What follows belongs to an exercise in optimizing a design on an open flow for small area, a short achievable clock period and few clock cycles; a production flow would make more cautious choices. Where RTL was checked, it was by simulation tests only, not by an equivalence proof against the original. Power figures rest on the tool's default switching activity, not on a simulated workload.

run A:
Design cco7_core, start of the top module:
module cco7_core #(
    parameter [15:0] MAX_IN_LEN = 16'd1024
) (
    input  wire        clk,
    input  wire        rst,
    input  wire        req_valid,
    output wire        req_ready,
    input  wire [15:0] req_cmd,
    input  wire [15:0] req_len,
    input  wire        in_valid,
    output wire        in_ready,
    input  wire [31:0] in_data,
    output wire        out_valid,
    input  wire        out_ready,
    output wire [31:0] out_data,
    output wire        rsp_valid,
    output reg         rsp_err,
    output wire [7:0]  rsp_code,
    output wire [3:0]  rsp_stage,
    output wire [15:0] rsp_index,
    output wire [31:0] rsp_value
);
For scale: ~2100 cells after synthesis, ~130 flip-flops, roughly 170 I/O pins.
clock: 10.0 ns
lec_check: 0
abc_area: 1
cap_margin: 20
core_margin: 2
core_utilization: 40
place_density: 0.6
setup_slack_margin: 5
slew_margin: 20
synth_hierarchical: 1
synth_minimum_keep_size: 0
tns_end_percent: 10
standard.sh (not shown) runs the stock make flow with config.mk's settings and CLKGATE_MAP_FILE= SYNTH_SCRIPT=/design/flow/synth_recipe.tcl, a recipe that flattens the netlist after the stock synthesis.
==> flow/flow/run.sh <==
#!/bin/bash
# Standard ORFS layout through the standard.sh (standard synthesis unchanged), with
#  - the ports buffered with the smallest plain buffer instead of the default choice,
set -euo pipefail
bash standard.sh "BUFFER_PORTS_ARGS=-buffer_cell sky130_fd_sc_hd__buf_1" SETUP_SLACK_MARGIN=5.3 finish > standard_flow.log 2>&1
Testbench counts of run A, summed over its fixed seeds: cycles 125,549.
For run B, these inputs were changed with respect to run A:
- removing TNS_END_PERCENT (formerly 10)
==> summary.txt <==
Run B vs. run A: combinational cell fraction of total power increased by 0.5 points relative to the old numbers, storage element area closely matched the old numbers, static leakage power decreased by about 1.5% relative to the old numbers, maximum frequency increased by 5.8 MHz relative to the old numbers, worst path setup slack after routing increased by 0.13 ns relative to the old numbers. Looking at total power, run B sits 0.0000064 W lower than run A does. Looking at post-synthesis to final-layout area growth, run B sits 0.86 points below run A. The run showing the greater time the final worst path needs with I/O delays and setup is run A. Taking run A as the reference point, the area occupied by multi-input gates of run B rises by 39 sq um. Run B gives less non-clock buffer share of cell area than run A did. Against run A, run B comes in 24 lower on non-clock buffer total of the final layout.
The following lists how run C was set up differently from run B:
-- flow/flow/run.sh --
<<< run B, line 5
bash standard.sh "BUFFER_PORTS_ARGS=-buffer_cell sky130_fd_sc_hd__buf_1" SETUP_SLACK_MARGIN=5.3 finish > standard_flow.log 2>&1
>>> run C, line 5
bash standard.sh "BUFFER_PORTS_ARGS=-buffer_cell sky130_fd_sc_hd__buf_1" SETUP_SLACK_MARGIN=5.15 finish > standard_flow.log 2>&1
### Flow results
Going from run B to run C, overall power after layout grows by 0.000050 W.
Run C vs. run B: post-placement worst setup slack lower; design area went down; clock group share of total power +1.8 points; post-layout utilization of the core shows a reduction of 0.46 points; final-layout fill cell count now larger.
Taking run B as the reference, in run C share of total power in combinational logic decreased 1.0 points, wire length after detailed routing increased about 3%, detailed-placement wirelength estimate increased 3.6%, number of DRC violations after detailed-routing iteration 0 decreased about 16%.
--- input diff run C..run D ---
- TNS_END_PERCENT now 10, previously not set
-- flow/flow/run.sh --
<<< run C, line 5
bash standard.sh "BUFFER_PORTS_ARGS=-buffer_cell sky130_fd_sc_hd__buf_1" SETUP_SLACK_MARGIN=5.15 finish > standard_flow.log 2>&1
>>> run D, line 5
bash standard.sh "BUFFER_PORTS_ARGS=-buffer_cell sky130_fd_sc_hd__buf_1" SETUP_SLACK_MARGIN=5.4 finish > standard_flow.log 2>&1
Results
- Of the two values seen for power group with the largest share, registers was produced by run D and clock by run C.
- Run D does better than run C on final critical path time including I/O delays and setup.
- Compared with run C, run D shows a higher number of clock buffers in the layout.
- The higher achievable frequency came out of run D.
- Compared with run C, run D ends up with a larger final cell area.

cco7_core, a different RTL version from the one above (not shown whole).
Size: roughly 130 flip-flops, ~170 I/O pins, roughly 15000 um^2 of cells after synthesis.
export LEC_CHECK = 0
export CAP_MARGIN = 20
export CORE_MARGIN = 2
export CORE_UTILIZATION = 40
export PLACE_DENSITY = 0.6
export SETUP_SLACK_MARGIN = 5
export SLEW_MARGIN = 20
export SYNTH_HIERARCHICAL = 1
export SYNTH_MINIMUM_KEEP_SIZE = 0
create_clock -name core_clock -period 10.0 [get_ports {clk}]
==> flow/flow/run.sh <==
#!/bin/bash
# Standard ORFS layout through the standard.sh (standard synthesis unchanged), with
#  - the ports buffered with the smallest plain buffer instead of the default choice,
set -euo pipefail
bash standard.sh "BUFFER_PORTS_ARGS=-buffer_cell sky130_fd_sc_hd__buf_1" SETUP_SLACK_MARGIN=5.5 finish > standard_flow.log 2>&1
Next try:
==> flow/flow/run.sh (replaced) <==
#!/bin/bash
# Standard ORFS layout through the standard.sh (standard synthesis unchanged), with
#  - the ports buffered with the smallest plain buffer instead of the default choice,
set -euo pipefail
bash standard.sh "BUFFER_PORTS_ARGS=-buffer_cell sky130_fd_sc_hd__buf_1" SETUP_SLACK_MARGIN=5.3 finish > standard_flow.log 2>&1
--- a/flow/config.mk
+++ b/flow/config.mk
@@ -7,2 +7,3 @@
 export LEC_CHECK = 0
+export ABC_AREA = 1
 export CAP_MARGIN = 20
=> Core utilization came out lower by 0.96 points; global-route usage came out higher by 4.0 points; wire length came out higher by a few percent; flip-flop and latch count stays the same.
Function was not checked in any run of this note: the RTL went through the layout flow alone.

violet:
cco7_core, a different RTL version from the one above (not shown whole).
Design cco7_core, start of the top module:
module cco7_core #(
    parameter [15:0] MAX_IN_LEN = 16'd1024
) (
    input  wire        clk,
    input  wire        rst,
    input  wire        req_valid,
    output wire        req_ready,
    input  wire [15:0] req_cmd,
    input  wire [15:0] req_len,
    input  wire        in_valid,
    output wire        in_ready,
    input  wire [31:0] in_data,
    output wire        out_valid,
    input  wire        out_ready,
    output wire [31:0] out_data,
    output wire        rsp_valid,
    output reg         rsp_err,
    output wire [7:0]  rsp_code,
    output reg  [3:0]  rsp_stage,
    output wire [15:0] rsp_index,
    output wire [31:0] rsp_value
);
Settings: LEC_CHECK=0, CAP_MARGIN=20, CORE_MARGIN=2, CORE_UTILIZATION=40, PLACE_DENSITY=0.6, SETUP_SLACK_MARGIN=5, SLEW_MARGIN=20; clock period 10.0 ns.
==> flow/flow/run.sh <==
#!/bin/bash
set -euo pipefail
bash standard.sh SETUP_SLACK_MARGIN=6 finish > standard_flow.log 2>&1
violet: full flow OK, the timing, DRC and antenna checks passed
Testbench counts of violet, summed over its fixed seeds: cycles 125,549.
What xenon does differently from violet at the input level:
==> flow/run.sh (new file) <==
#!/bin/bash
# synth_recipe.tcl (not shown) runs the flow's synth.tcl, then flattens the netlist and writes it again
# the make line also repeats each setting of config.mk as NAME=value (left out here)
make -C /OpenROAD-flow-scripts/flow DESIGN_CONFIG=/design/flow/config.mk WORK_HOME=/design/flow/orfs CLKGATE_MAP_FILE= SYNTH_SCRIPT=/design/flow/synth_recipe.tcl finish
removed: flow/flow/run.sh
removed: flow/standard.sh
[summary]
For violet, the origin of the worst setup path was req_cmd[6], unlike xenon, where it was in_data[20].
Compared with violet, xenon shows routed wirelength normalized by instance count that has gone down by a few percent.
In xenon relative to violet, final cell count had gone down by a little under 10%.
xenon against violet: worst path setup slack after routing went down 0.084 ns, post-route cell area went down 17%, wire length of the first global-routing pass went down 13000 um.

Setup of old:
cco7_core, a different RTL version from the one above (not shown whole).
For scale: roughly 2100 cells after synthesis, ~130 flip-flops, about 170 I/O pins, about 14000 µm² of cells after synthesis.
## cco7_core
module cco7_core #(
    parameter [15:0] MAX_IN_LEN = 16'd1024
) (
    input  wire        clk,
    input  wire        rst,
    input  wire        req_valid,
    output wire        req_ready,
    input  wire [15:0] req_cmd,
    input  wire [15:0] req_len,
    input  wire        in_valid,
    output wire        in_ready,
    input  wire [31:0] in_data,
    output wire        out_valid,
    input  wire        out_ready,
    output wire [31:0] out_data,
    output wire        rsp_valid,
    output reg         rsp_err,
    output wire [7:0]  rsp_code,
    output wire [3:0]  rsp_stage,
    output wire [15:0] rsp_index,
    output wire [31:0] rsp_value
);
    localparam [2:0] OP_DEC16 = 3'd1, OP_ENC16 = 3'd2, OP_DEC8 = 3'd3,
                     OP_ENC8  = 3'd4, OP_T7DEC = 3'd5, OP_T7ENC = 3'd6,
                     OP_KSX   = 3'd7;
    localparam [3:0] ST_NONE = 4'd0, ST_ARG = 4'd1, ST_VALIDATE = 4'd2,
                     ST_DEC16 = 4'd4, ST_ENC8 = 4'd5, ST_DEC8 = 4'd8,
                     ST_ENC16 = 4'd9;
    reg        busy;       
    reg        done_q;     
    reg [2:0]  op;
    reg [10:0] rem;        
    reg        more;       
    reg [15:0] cnt;        
    reg [10:0] cpc;        
    reg        ov;
    reg [20:0] od;
    reg [31:0] q;
    reg [2:0]  qc;
    reg        ph;         
    reg        nox;        
    reg [9:0]  pd;
    reg        pv;
    reg [5:0]  pos;
    reg [3:0]  hi;         
    reg [4:0]  ecode;
    reg        isel;       
    reg        vod;        
    reg        vk;         
    assign req_ready = !busy;
    wire act  = busy && !done_q;
    wire slot = !ov || out_ready;
    assign out_valid = ov;
    assign out_data  = {11'd0, od};
    cco7_hsk u_rsp (.a(done_q && !ov), .b(done_q), .r(out_ready), .y(rsp_valid));
    assign rsp_code  = {3'd0, ecode};
    reg [3:0] stg;
    always @(*) begin
        case (ecode)
            5'h1F, 5'h1E: stg = ST_NONE;
            5'h15:        stg = ST_ARG;
            5'h10, 5'h11, 5'h12, 5'h13: stg = ST_VALIDATE;
            5'h01, 5'h02, 5'h03, 5'h04: stg = ST_DEC16;
            5'h05:        stg = (o4 || o6) ? ST_ENC8 : ST_ENC16;
  ...
Settings: LEC_CHECK=0, ABC_AREA=1, CAP_MARGIN=20, CORE_MARGIN=2, CORE_UTILIZATION=50, PLACE_DENSITY=0.65, SETUP_SLACK_MARGIN=5, SLEW_MARGIN=20, SYNTH_HIERARCHICAL=1, SYNTH_MINIMUM_KEEP_SIZE=0; clock period 10.0 ns.
==> flow/flow/run.sh <==
#!/bin/bash
# Standard ORFS layout through the standard.sh (standard synthesis unchanged), with
#  - the ports buffered with the smallest plain buffer instead of the default choice,
set -euo pipefail
bash standard.sh "BUFFER_PORTS_ARGS=-buffer_cell sky130_fd_sc_hd__buf_1" SETUP_SLACK_MARGIN=5.3 finish > standard_flow.log 2>&1
Testbench counts of old, summed over its fixed seeds: cycles 125,549.
[inputs] new vs old
- a change of CORE_UTILIZATION from 50 to 40
- a change of PLACE_DENSITY from 0.65 to 0.6
[summary]
Diff old -> new: time the final worst path needs with I/O delays and setup fell by 0.074 ns, design area rose by 110 µm², well tap count rose by 20%, worst hold slack fell by 0.0054 ns.
Run comparison: old classification of the worst setup path reg2reg; new classification of the worst setup path in2reg

==> static timing again, ports no longer ideal <==
In the flow no input, the clock included, has a driving cell. The finished layouts below were timed again as built, in two steps.
Step 1 assumes that a clkbuf_16 drives the clock port and a buf_2 every other input.
Step 2 adds t to the input delays and takes it off the output delays; t is the mean of the earliest and latest rising clock arrival at the registers after step 1. Input paths then give back, and output paths get back, about the clock's delay inside the block.
Three values: no drivers, after step 1, after step 2; two values: the first two.
| run | t (ns) | setup WS [ns] | worst setup path after step 2 |
|---|---|---|---|
| run A | 0.510 | 5.197 / 5.225 / 4.715 | input to register |
| run B | 0.508 | 5.326 / 5.345 / 4.844 | input to register |
| run C | 0.521 | 5.182 / 5.215 / 4.694 | input to register |
| run D | 0.522 | 5.318 / 5.349 / 4.827 | input to register |
| the first run of note 2 | 0.497 | 5.434 / 5.434 / 4.983 | input to register |
| the second run of note 2 | 0.508 | 5.359 / 5.362 / 4.873 | input to register |
| violet | 0.517 | 4.966 / 4.955 / 4.438 | input to register |
| xenon | 0.508 | 4.881 / 4.907 / 4.400 | input to register |
| old | 0.502 | 5.268 / 5.268 / 4.793 | input to register |
| new | 0.514 | 5.342 / 5.347 / 4.857 | input to register |
After both steps setup and hold are still met in every run listed. For violet, which loses most, drivers alone change the setup slack by -0.011 ns; drivers and shift together by -0.528 ns.
